Background: an optimization exercise with open tools, aiming at small area, a short achievable clock period and few clock cycles. Do not read the settings as production practice. RTL that was checked went through simulation tests only; none was proved equivalent to the original.

==> inputs of run B <==
==> flow/design.v <==
module lz11_dec (
    input  wire        clk,
    input  wire        rst,         
    input  wire        start,       
    input  wire [23:0] ilen,        
    output wire        idle,
    output wire        done,        
    output wire [3:0]  err,         
    input  wire        in_valid,
    input  wire [7:0]  in_data,
    output reg         in_ready,
    output reg         out_valid,
    output reg  [7:0]  out_data,
    input  wire        out_ready,
    output reg         hist_re,
    output reg  [11:0] hist_raddr,
    input  wire [7:0]  hist_rdata,
    output reg         hist_we,
    output reg  [11:0] hist_waddr,
    output reg  [7:0]  hist_wdata
);
    localparam [4:0] S_IDLE = 5'd0,
                     S_H0   = 5'd1,    
                     S_H1   = 5'd2,
                     S_H2   = 5'd3,
                     S_H3   = 5'd4,
                     S_X0   = 5'd5,    
                     S_X1   = 5'd6,
                     S_X2   = 5'd7,
                     S_X3   = 5'd8,
                     S_MAIN = 5'd9,    
                     S_B23  = 5'd10,   
                     S_B24  = 5'd11,   
                     S_B34  = 5'd12,   
                     S_LAST = 5'd13,   
                     S_CHK  = 5'd14,   
                     S_COPY = 5'd15,   
                     S_DONE = 5'd16;
    reg [4:0]  state;
    reg [23:0] remain;       
    reg        rz;           
    reg [31:0] left;         
    reg [11:0] wp;           
    reg        wrapped;      
    reg [8:0]  flags;        
    reg [16:0] cnt;          
    reg [3:0]  dhi;          
    reg        f3, f4;       
    reg [11:0] rp;           
    reg        d1;           
    reg        bad;          
    reg        lastc;        
    reg [1:0]  ecode;        
    assign idle = (state == S_IDLE) || (state == S_DONE);
    assign done = (state == S_DONE);
    assign err  = {2'b00, ecode};
    wire fl_empty = (flags[7:0] == 8'd0);
    wire is_ref   = flags[8];
    wire left_hi0 = (left[31:2] == 30'd0);
    wire left_one = left_hi0 & ~left[1] & left[0];
    wire left_two = left_hi0 & left[1] & ~left[0];
    wire cnt_hi0  = (cnt[16:1] == 16'd0);
    wire cnt_zero = cnt_hi0 & ~cnt[0];
    wire cnt_one  = cnt_hi0 & cnt[0];
    wire lit      = (state == S_MAIN) && !fl_empty && !is_ref;
    wire copy     = (state == S_COPY);
    wire take     = in_valid && in_ready;
    wire emit     = out_valid && out_ready;
    wire [11:0] field = {dhi, in_data};
    wire [12:0] diff  = {1'b0, wp} + {1'b1, ~field};    
    always @(*) begin
        case (state)
            S_H0:                       in_ready = (remain[23:2] != 22'd0);
            S_H1, S_H2, S_H3:           in_ready = 1'b1;
            S_X0, S_X1, S_X2, S_X3,
            S_B23, S_B24, S_B34, S_LAST: in_ready = !rz;
            S_MAIN:                     in_ready = !rz && (fl_empty || is_ref || out_ready);
            default:                    in_ready = 1'b0;
        endcase
        out_valid  = copy || (lit && !rz && in_valid);
        out_data   = copy ? hist_rdata : in_data;
        hist_we    = emit;
        hist_waddr = wp;
        hist_wdata = out_data;
        hist_re    = (state == S_CHK) || (copy && out_ready && !lastc && !d1);
        hist_raddr = rp;
    end
    always @(posedge clk) begin
        if (rst) begin
            state <= S_IDLE;
        end else begin
            if (take) begin
                remain <= remain - 24'd1;
                rz     <= (remain == 24'd1);
            end
            if (emit) begin
                left    <= left - 32'd1;
                wp      <= wp + 12'd1;
                wrapped <= wrapped | (wp == 12'hfff);
            end
            if (hist_re)
                rp <= rp + 12'd1;
            case (state)
                S_IDLE: begin
                    if (start) begin
                        remain  <= ilen;
                        rz      <= (ilen == 24'd0);
                        left    <= 32'd0;
                        wp      <= 12'd0;
                        wrapped <= 1'b0;
                        flags   <= 9'h100;
                        state   <= S_H0;
                    end
                end
                S_H0: begin
                    if (remain[23:2] == 22'd0) begin
                        ecode <= 2'b11; state <= S_DONE;
                    end else if (in_valid) begin
                        if (in_data != 8'h11) begin
                            ecode <= 2'b10; state <= S_DONE;
                        end else
                            state <= S_H1;
                    end
                end
                S_H1: if (in_valid) begin left[7:0]   <= in_data; state <= S_H2; end
                S_H2: if (in_valid) begin left[15:8]  <= in_data; state <= S_H3; end
                S_H3: if (in_valid) begin
                    left[23:16] <= in_data;
                    state <= ({in_data, left[15:0]} == 24'd0) ? S_X0 : S_MAIN;
                end
                S_X0, S_X1, S_X2, S_X3: begin
                    if (rz) begin
                        ecode <= 2'b11; state <= S_DONE;
                    end else if (in_valid) begin
                        case (state)
                            S_X0: begin left[7:0]   <= in_data; state <= S_X1; end
                            S_X1: begin left[15:8]  <= in_data; state <= S_X2; end
                            S_X2: begin left[23:16] <= in_data; state <= S_X3; end
                            default: begin
                                left[31:24] <= in_data;
                                if ({in_data, left[23:0]} == 32'd0) begin
                                    ecode <= 2'b00; state <= S_DONE;
                                end else
                                    state <= S_MAIN;
                            end
                        endcase
                    end
                end
                S_MAIN: begin
                    if (rz) begin
                        ecode <= 2'b11; state <= S_DONE;
                    end else if (fl_empty) begin
                        if (in_valid) flags <= {in_data, 1'b1};
                    end else if (!is_ref) begin
                        if (in_valid && out_ready) begin
                            flags <= {flags[7:0], 1'b0};
                            if (left_one) begin
                                ecode <= 2'b00; state <= S_DONE;
                            end
                        end
                    end else if (in_valid) begin
                        flags <= {flags[7:0], 1'b0};
                        f3 <= (in_data[7:4] == 4'h0);
                        f4 <= (in_data[7:4] == 4'h1);
                        if (in_data[7:5] == 3'd0) begin
                            cnt   <= {9'd0, in_data[3:0], 4'd0};
                            state <= in_data[4] ? S_B24 : S_B23;
                        end else begin
                            cnt   <= {13'd0, in_data[7:4]};
                            dhi   <= in_data[3:0];
                            state <= S_LAST;
                        end
                    end
                end
                S_B23: if (rz) begin
                    ecode <= 2'b11; state <= S_DONE;
                end else if (in_valid) begin
                    cnt[3:0] <= in_data[7:4];
                    dhi      <= in_data[3:0];
                    state    <= S_LAST;
                end
                S_B24: if (rz) begin
                    ecode <= 2'b11; state <= S_DONE;
                end else if (in_valid) begin
                    cnt[11:0] <= {cnt[7:4], in_data};
                    state     <= S_B34;
                end
                S_B34: if (rz) begin
                    ecode <= 2'b11; state <= S_DONE;
                end else if (in_valid) begin
                    cnt[15:0] <= {cnt[11:0], in_data[7:4]};
                    dhi       <= in_data[3:0];
                    state     <= S_LAST;
                end
                S_LAST: if (rz) begin
                    ecode <= 2'b11; state <= S_DONE;
                end else if (in_valid) begin
                    cnt[16:4] <= cnt[16:4] + (f4 ? 13'h11 : f3 ? 13'h1 : 13'h0);
                    rp    <= diff[11:0];
                    bad   <= !wrapped && diff[12];
                    d1    <= (field == 12'd0);
                    state <= S_CHK;
                end
                S_CHK: begin
                    lastc <= cnt_zero || left_one;
                    if (bad) begin
                        ecode <= 2'b10; state <= S_DONE;
                    end else
                        state <= S_COPY;
                end
                S_COPY: begin
                    if (out_ready) begin
                        cnt   <= cnt - 17'd1;
                        lastc <= cnt_one || left_two;
                        if (lastc)
                            state <= left_one ? S_DONE : S_MAIN;
                        if (left_one)
                            ecode <= 2'b00;
                    end
                end
                S_DONE: state <= S_IDLE;
                default: state <= S_IDLE;
            endcase
        end
    end
endmodule
==> flow/run.sh <==
#!/bin/bash
# synth_recipe.tcl (not shown) runs the flow's synth.tcl, then flattens the netlist and writes it again
# the make line also repeats each setting of config.mk as NAME=value (left out here)
make -C /OpenROAD-flow-scripts/flow DESIGN_CONFIG=/design/flow/config.mk WORK_HOME=/design/flow/orfs CLKGATE_MAP_FILE= SYNTH_SCRIPT=/design/flow/synth_recipe.tcl finish
==> flow/config.mk <==
export PLATFORM = sky130hd
export DESIGN_NAME = lz11_dec
export DESIGN_NICKNAME = lz11_dec
export VERILOG_FILES = /design/flow/design.v
export SDC_FILE = /design/flow/constraint.sdc
export NUM_CORES = 4
export LEC_CHECK = 0
export CAP_MARGIN = 20
export CORE_MARGIN = 2
export CORE_UTILIZATION = 40
export PLACE_DENSITY = 0.6
export SLEW_MARGIN = 20
==> flow/constraint.sdc <==
create_clock -name core_clock -period 5.0 [get_ports {clk}]
set_input_delay 1.0000 -clock core_clock [delete_from_list [all_inputs] [get_ports {clk}]]
set_output_delay 1.0000 -clock core_clock [all_outputs]
set_load 0.01 [all_outputs]
==> run H (differences from run B) <==
--- a/flow/design.v
+++ b/flow/design.v
@@ -39,5 +39,4 @@
     reg [4:0]  state;
     reg [23:0] remain;       
-    reg        rz;           
     reg [31:0] left;         
     reg [11:0] wp;           
@@ -45,28 +44,22 @@
     reg [8:0]  flags;        
     reg [16:0] cnt;          
-    reg [3:0]  dhi;          
+    reg [11:0] dm1;          
     reg        f3, f4;       
-    reg [11:0] rp;           
-    reg        d1;           
-    reg        bad;          
-    reg        lastc;        
     reg [1:0]  ecode;        
     assign idle = (state == S_IDLE) || (state == S_DONE);
     assign done = (state == S_DONE);
     assign err  = {2'b00, ecode};
+    wire rem_nz   = (remain != 24'd0);
     wire fl_empty = (flags[7:0] == 8'd0);
     wire is_ref   = flags[8];
-    wire left_hi0 = (left[31:2] == 30'd0);
-    wire left_one = left_hi0 & ~left[1] & left[0];
-    wire left_two = left_hi0 & left[1] & ~left[0];
-    wire cnt_hi0  = (cnt[16:1] == 16'd0);
-    wire cnt_zero = cnt_hi0 & ~cnt[0];
-    wire cnt_one  = cnt_hi0 & cnt[0];
+    wire left_hi0 = (left[31:1] == 31'd0);
+    wire left_one = left_hi0 & left[0];
+    wire cnt_zero = (cnt == 17'd0);
+    wire d1       = (dm1 == 12'd0);
     wire lit      = (state == S_MAIN) && !fl_empty && !is_ref;
     wire copy     = (state == S_COPY);
     wire take     = in_valid && in_ready;
     wire emit     = out_valid && out_ready;
-    wire [11:0] field = {dhi, in_data};
-    wire [12:0] diff  = {1'b0, wp} + {1'b1, ~field};    
+    wire last_out = left_one || (copy && cnt_zero);
     always @(*) begin
         case (state)
@@ -74,15 +67,15 @@
             S_H1, S_H2, S_H3:           in_ready = 1'b1;
             S_X0, S_X1, S_X2, S_X3,
-            S_B23, S_B24, S_B34, S_LAST: in_ready = !rz;
-            S_MAIN:                     in_ready = !rz && (fl_empty || is_ref || out_ready);
+            S_B23, S_B24, S_B34, S_LAST: in_ready = rem_nz;
+            S_MAIN:                     in_ready = rem_nz && (fl_empty || is_ref || out_ready);
             default:                    in_ready = 1'b0;
         endcase
-        out_valid  = copy || (lit && !rz && in_valid);
+        out_valid  = copy || (lit && rem_nz && in_valid);
         out_data   = copy ? hist_rdata : in_data;
         hist_we    = emit;
         hist_waddr = wp;
         hist_wdata = out_data;
-        hist_re    = (state == S_CHK) || (copy && out_ready && !lastc && !d1);
-        hist_raddr = rp;
+        hist_re    = (state == S_CHK) || (copy && out_ready && !last_out && !d1);
+        hist_raddr = wp + ~dm1 + {11'd0, copy};
     end
     always @(posedge clk) begin
@@ -90,8 +83,6 @@
             state <= S_IDLE;
         end else begin
-            if (take) begin
+            if (take)
                 remain <= remain - 24'd1;
-                rz     <= (remain == 24'd1);
-            end
             if (emit) begin
                 left    <= left - 32'd1;
@@ -99,11 +90,8 @@
                 wrapped <= wrapped | (wp == 12'hfff);
             end
-            if (hist_re)
-                rp <= rp + 12'd1;
             case (state)
                 S_IDLE: begin
                     if (start) begin
                         remain  <= ilen;
-                        rz      <= (ilen == 24'd0);
                         left    <= 32'd0;
                         wp      <= 12'd0;
@@ -130,5 +118,5 @@
                 end
                 S_X0, S_X1, S_X2, S_X3: begin
-                    if (rz) begin
+                    if (!rem_nz) begin
                         ecode <= 2'b11; state <= S_DONE;
                     end else if (in_valid) begin
@@ -148,5 +136,5 @@
                 end
                 S_MAIN: begin
-                    if (rz) begin
+                    if (!rem_nz) begin
                         ecode <= 2'b11; state <= S_DONE;
                     end else if (fl_empty) begin
@@ -167,42 +155,39 @@
                             state <= in_data[4] ? S_B24 : S_B23;
                         end else begin
-                            cnt   <= {13'd0, in_data[7:4]};
-                            dhi   <= in_data[3:0];
-                            state <= S_LAST;
+                            cnt       <= {13'd0, in_data[7:4]};
+                            dm1[11:8] <= in_data[3:0];
+                            state     <= S_LAST;
                         end
                     end
                 end
-                S_B23: if (rz) begin
-                    ecode <= 2'b11; state <= S_DONE;
-                end else if (in_valid) begin
-                    cnt[3:0] <= in_data[7:4];
-                    dhi      <= in_data[3:0];
-                    state    <= S_LAST;
-                end
-                S_B24: if (rz) begin
-                    ecode <= 2'b11; state <= S_DONE;
-                end else if (in_valid) begin
+                S_B23: if (rem_nz && in_valid) begin
+                    cnt[3:0]  <= in_data[7:4];
+                    dm1[11:8] <= in_data[3:0];
+                    state     <= S_LAST;
+                end else if (!rem_nz) begin
+                    ecode <= 2'b11; state <= S_DONE;
+                end
+                S_B24: if (rem_nz && in_valid) begin
                     cnt[11:0] <= {cnt[7:4], in_data};
                     state     <= S_B34;
-                end
-                S_B34: if (rz) begin
-                    ecode <= 2'b11; state <= S_DONE;
-                end else if (in_valid) begin
+                end else if (!rem_nz) begin
+                    ecode <= 2'b11; state <= S_DONE;
+                end
+                S_B34: if (rem_nz && in_valid) begin
                     cnt[15:0] <= {cnt[11:0], in_data[7:4]};
-                    dhi       <= in_data[3:0];
+                    dm1[11:8] <= in_data[3:0];
                     state     <= S_LAST;
-                end
-                S_LAST: if (rz) begin
-                    ecode <= 2'b11; state <= S_DONE;
-                end else if (in_valid) begin
+                end else if (!rem_nz) begin
+                    ecode <= 2'b11; state <= S_DONE;
+                end
+                S_LAST: if (rem_nz && in_valid) begin
+                    dm1[7:0] <= in_data;
                     cnt[16:4] <= cnt[16:4] + (f4 ? 13'h11 : f3 ? 13'h1 : 13'h0);
-                    rp    <= diff[11:0];
-                    bad   <= !wrapped && diff[12];
-                    d1    <= (field == 12'd0);
-                    state <= S_CHK;
+                    state    <= S_CHK;
+                end else if (!rem_nz) begin
+                    ecode <= 2'b11; state <= S_DONE;
                 end
                 S_CHK: begin
-                    lastc <= cnt_zero || left_one;
-                    if (bad) begin
+                    if (!wrapped && (dm1 >= wp)) begin
                         ecode <= 2'b10; state <= S_DONE;
                     end else
@@ -211,10 +196,9 @@
                 S_COPY: begin
                     if (out_ready) begin
-                        cnt   <= cnt - 17'd1;
-                        lastc <= cnt_one || left_two;
-                        if (lastc)
-                            state <= left_one ? S_DONE : S_MAIN;
-                        if (left_one)
-                            ecode <= 2'b00;
+                        cnt <= cnt - 17'd1;
+                        if (left_one) begin
+                            ecode <= 2'b00; state <= S_DONE;
+                        end else if (cnt_zero)
+                            state <= S_MAIN;
                     end
                 end
==> metrics.md <==
| Metric | Value |
|---|---|
| Met2 WL post-DR | 13500 µm |
| Result of the run | no timing/DRC/antenna violations |
| GR met2 Demand/Resource | 0.372 |
| Number of filler cells placed in the layout | 2330 |
| Endpoint with the worst hold slack | flags[4] |
| Part of the Yosys area used for sequential elements | 0.391 |
(the above is from run B)
==> metrics.md <==
| Metric | Value |
|---|---|
| Result of the run | no timing/DRC/antenna violations |
| Met2 WL post-DR | about 12000 µm |
| Number of filler cells placed in the layout | 2150 |
| Part of the Yosys area used for sequential elements | 0.379 |
| Endpoint with the worst hold slack | wrapped |
(the above is from run H)
Testbench counts of run H, summed over its fixed seeds: cycles 275,318.
For run B, only the layout was checked, not whether the RTL still works.

static timing again, ports no longer ideal:
In the flow no input, the clock included, has a driving cell. The finished layouts below were timed again as built, in two steps. Step 1 (the two cells are an assumption about what drives the block):
set clk [get_ports {clk}]
set_driving_cell -lib_cell sky130_fd_sc_hd__clkbuf_16 $clk
set_driving_cell -lib_cell sky130_fd_sc_hd__buf_2 [delete_from_list [all_inputs] $clk]
Step 2, shift: input delay + t, output delay - t, t = (earliest + latest rising clock arrival at the registers) / 2. This alone moves slack from input paths to output paths. a / b / c = ideal / step 1 / step 2; a / b = the first two.
run	t, ns	setup WS [ns]	hold WS [ns]	worst setup path after step 2	worst slew at a driven data input, ns
run B	0.477	0.666 / 0.618 / 0.796	0.579 / 0.579 / 0.579	input to register	0.05
run H	0.466	0.343 / 0.292 / 0.758	0.578 / 0.578 / 0.578	register to output	0.04
After both steps every run listed still meets setup and hold.
